This is an optimization exercise on Yosys and OpenROAD, whose aim is small area and a short achievable clock period, not a production implementation.
Where RTL was checked, it was by simulation tests only, not by an equivalence proof against the original.
No activity file was given, so power comes from the tool's default toggle rates.

==> flow/design.v (excerpt) <==
module rtp_rx_check (
    input  wire        clk,
    input  wire        rst,
    input  wire        in_valid,
    input  wire [63:0] in_data,
    input  wire        in_last,
    input  wire [2:0]  in_nbytes,
    output wire        out_valid,
    output wire        out_hdr,
    output wire        out_ok,
    output wire [31:0] out_type,
    output wire [31:0] out_seq,
    output wire [31:0] out_len,
    output wire [31:0] out_csum,
    output wire [15:0] out_sum,
    output wire [10:0] out_plen,
    output wire [11:0] out_flen
);
For scale: ~1,000 cells after synthesis, ~200 flip-flops, about 240 I/O pins, roughly 11,000 um2 of cells after synthesis.
export LEC_CHECK = 0
export ABC_CLOCK_PERIOD_IN_PS = 1000
export CAP_MARGIN = 20
export CORE_MARGIN = 2
export CORE_UTILIZATION = 40
export PLACE_DENSITY = 0.6
export SLEW_MARGIN = 20
create_clock -name core_clock -period 7.0 [get_ports {clk}]
standard.sh (not shown) runs the stock make flow with config.mk's settings and CLKGATE_MAP_FILE= SYNTH_SCRIPT=/design/flow/synth_recipe.tcl, a recipe that flattens the netlist after the stock synthesis.
==> flow/flow/run.sh <==
#!/bin/bash
bash standard.sh finish BUFFER_PORTS_ARGS="-buffer_cell sky130_fd_sc_hd__buf_2" > standard.log 2>&1
Change:
Settings changed: ABC_CLOCK_PERIOD_IN_PS 1000 to default.
Fmax is unchanged; first-iteration DRC count stays the same; critical path depth does not change.
No run of this note included a check of the RTL's function; only the layout flow was run.

v11:
rtp_rx_check, a different RTL version from the one above (not shown whole).
Size in the first run: ~850 cells after synthesis, roughly 190 flip-flops.
export LEC_CHECK = 0
export CAP_MARGIN = 20
export CORE_MARGIN = 2
export CORE_UTILIZATION = 40
export CTS_BUF_LIST = sky130_fd_sc_hd__clkbuf_8
export CTS_CLUSTER_DIAMETER = 100
export CTS_CLUSTER_SIZE = 50
export PLACE_DENSITY = 0.6
export SETUP_SLACK_MARGIN = 3.0
export SLEW_MARGIN = 20
create_clock -name core_clock -period 7.0 [get_ports {clk}]
==> flow/flow/run.sh <==
#!/bin/bash
bash standard.sh finish BUFFER_PORTS_ARGS="-buffer_cell sky130_fd_sc_hd__buf_1" > standard.log 2>&1
v11 finished every step from synthesis to the final layout, and the layout passed the timing, DRC and antenna checks.
The following lists how v52 was set up differently from v11:
Settings: SETUP_SLACK_MARGIN changed from 3.0 to 2.6; CTS_CLUSTER_SIZE changed from 50 to 30; CTS_CLUSTER_DIAMETER removed (was 100).
Per the comparison of v52 with v11, routed wire length dropped about 1.7%, layout-stage area growth over the synthesis result dropped 3.5 points, number of flops mapped to enable cells by yosys barely changed, multi-input logic portion of the cell area dropped 0.45 points. Vias: v52 below v11. Comparing v52 against v11, there is no change at all in height of the die. Taking v11 as the reference, in v52 smallest setup slack after layout now sits lower, number of buffers outside the clock class in the layout -12, actual slew at the worst max-slew pin went down 0.15 ns.
What v29 does differently from v52 at the input level:
Settings: changing SETUP_SLACK_MARGIN from 2.6 to 3.0; setting TNS_END_PERCENT to 20 for the first time.
--- outcome ---
v29 has completed all stages; timing, DRC and antenna checks passed. ~same worst-skew pair later-pin latency in v52 and v29. Going from v52 to v29, clock period minus worst slack now smaller, number of buffer and inverter stages on the critical path shrank by 1. There was hardly any difference in clock transition at the registers of the reported paths between v52 and v29. v29 vs. v52: number of cells traversed by the worst register-to-register path ~0 delta; portion of the layout cell area used by non-clock buffers now sits higher; worst hold margin climbed 0.0074 ns; total power rose by 3.8%.

rtp_rx_check, a different RTL version from the one above (not shown whole).
Size: roughly 770 cells after synthesis, roughly 180 flip-flops, ~240 I/O pins, ~9800 µm² of cells after synthesis.
clock: 7.0 ns
lec_check: 0
cap_margin: 20
core_margin: 2
core_utilization: 40
cts_buf_list: sky130_fd_sc_hd__clkbuf_8
cts_cluster_size: 30
place_density: 0.6
setup_slack_margin: 2.6
slew_margin: 20
Scripts as last shown in full above: flow/flow/run.sh
The starting point passed the timing, DRC and antenna checks.
Rerun with:
Settings changed: SETUP_SLACK_MARGIN 2.6 to 2.9.
What happened:
- The changed run completed with no timing, DRC or antenna violations
- register-to-register slack gets better by 0.11 ns
- cell area hardly moves
- core utilization stays flat
No functional check of the RTL was part of any run of this note.

separate check: timing with driven ports:
No port has a modelled driver above. Below, the same layouts with a new extraction and two added sets of constraints.
Step 1 sets driving cells, clkbuf_16 on the clock port and buf_2 on the other inputs (assumed; they add their load-dependent delay and slew).
Step 2 times the ports against the registers' clock, not the clock port: input delays grow and output delays shrink by t, the midpoint of the rising clock arrivals with the driver on.
Slacks: ideal / step 1 / step 2; pairs: ideal / step 1.
| run | shift t [ns] | slack for setup (ns) | pins driven straight from the clock port |
|---|---|---|---|
| the first run of note 1 | 0.486 | 2.515 / 2.466 / 2.081 | 1 |
| the second run of note 1 | 0.486 | 2.515 / 2.466 / 2.081 | 1 |
| v11 | 0.508 | 3.093 / 3.052 / 2.674 | 1 |
| v52 | 0.506 | 2.727 / 2.743 / 2.237 | 1 |
| v29 | 0.499 | 3.087 / 3.045 / 2.647 | 1 |
| the first run of note 3 | 0.504 | 2.486 / 2.460 / 1.956 | 1 |
| the second run of note 3 | 0.499 | 2.531 / 2.516 / 2.016 | 1 |
After both steps setup and hold are still met in every run listed. The setup slack of the first run of note 3, which loses most, moves by -0.026 ns with the drivers and by -0.530 ns with both steps.
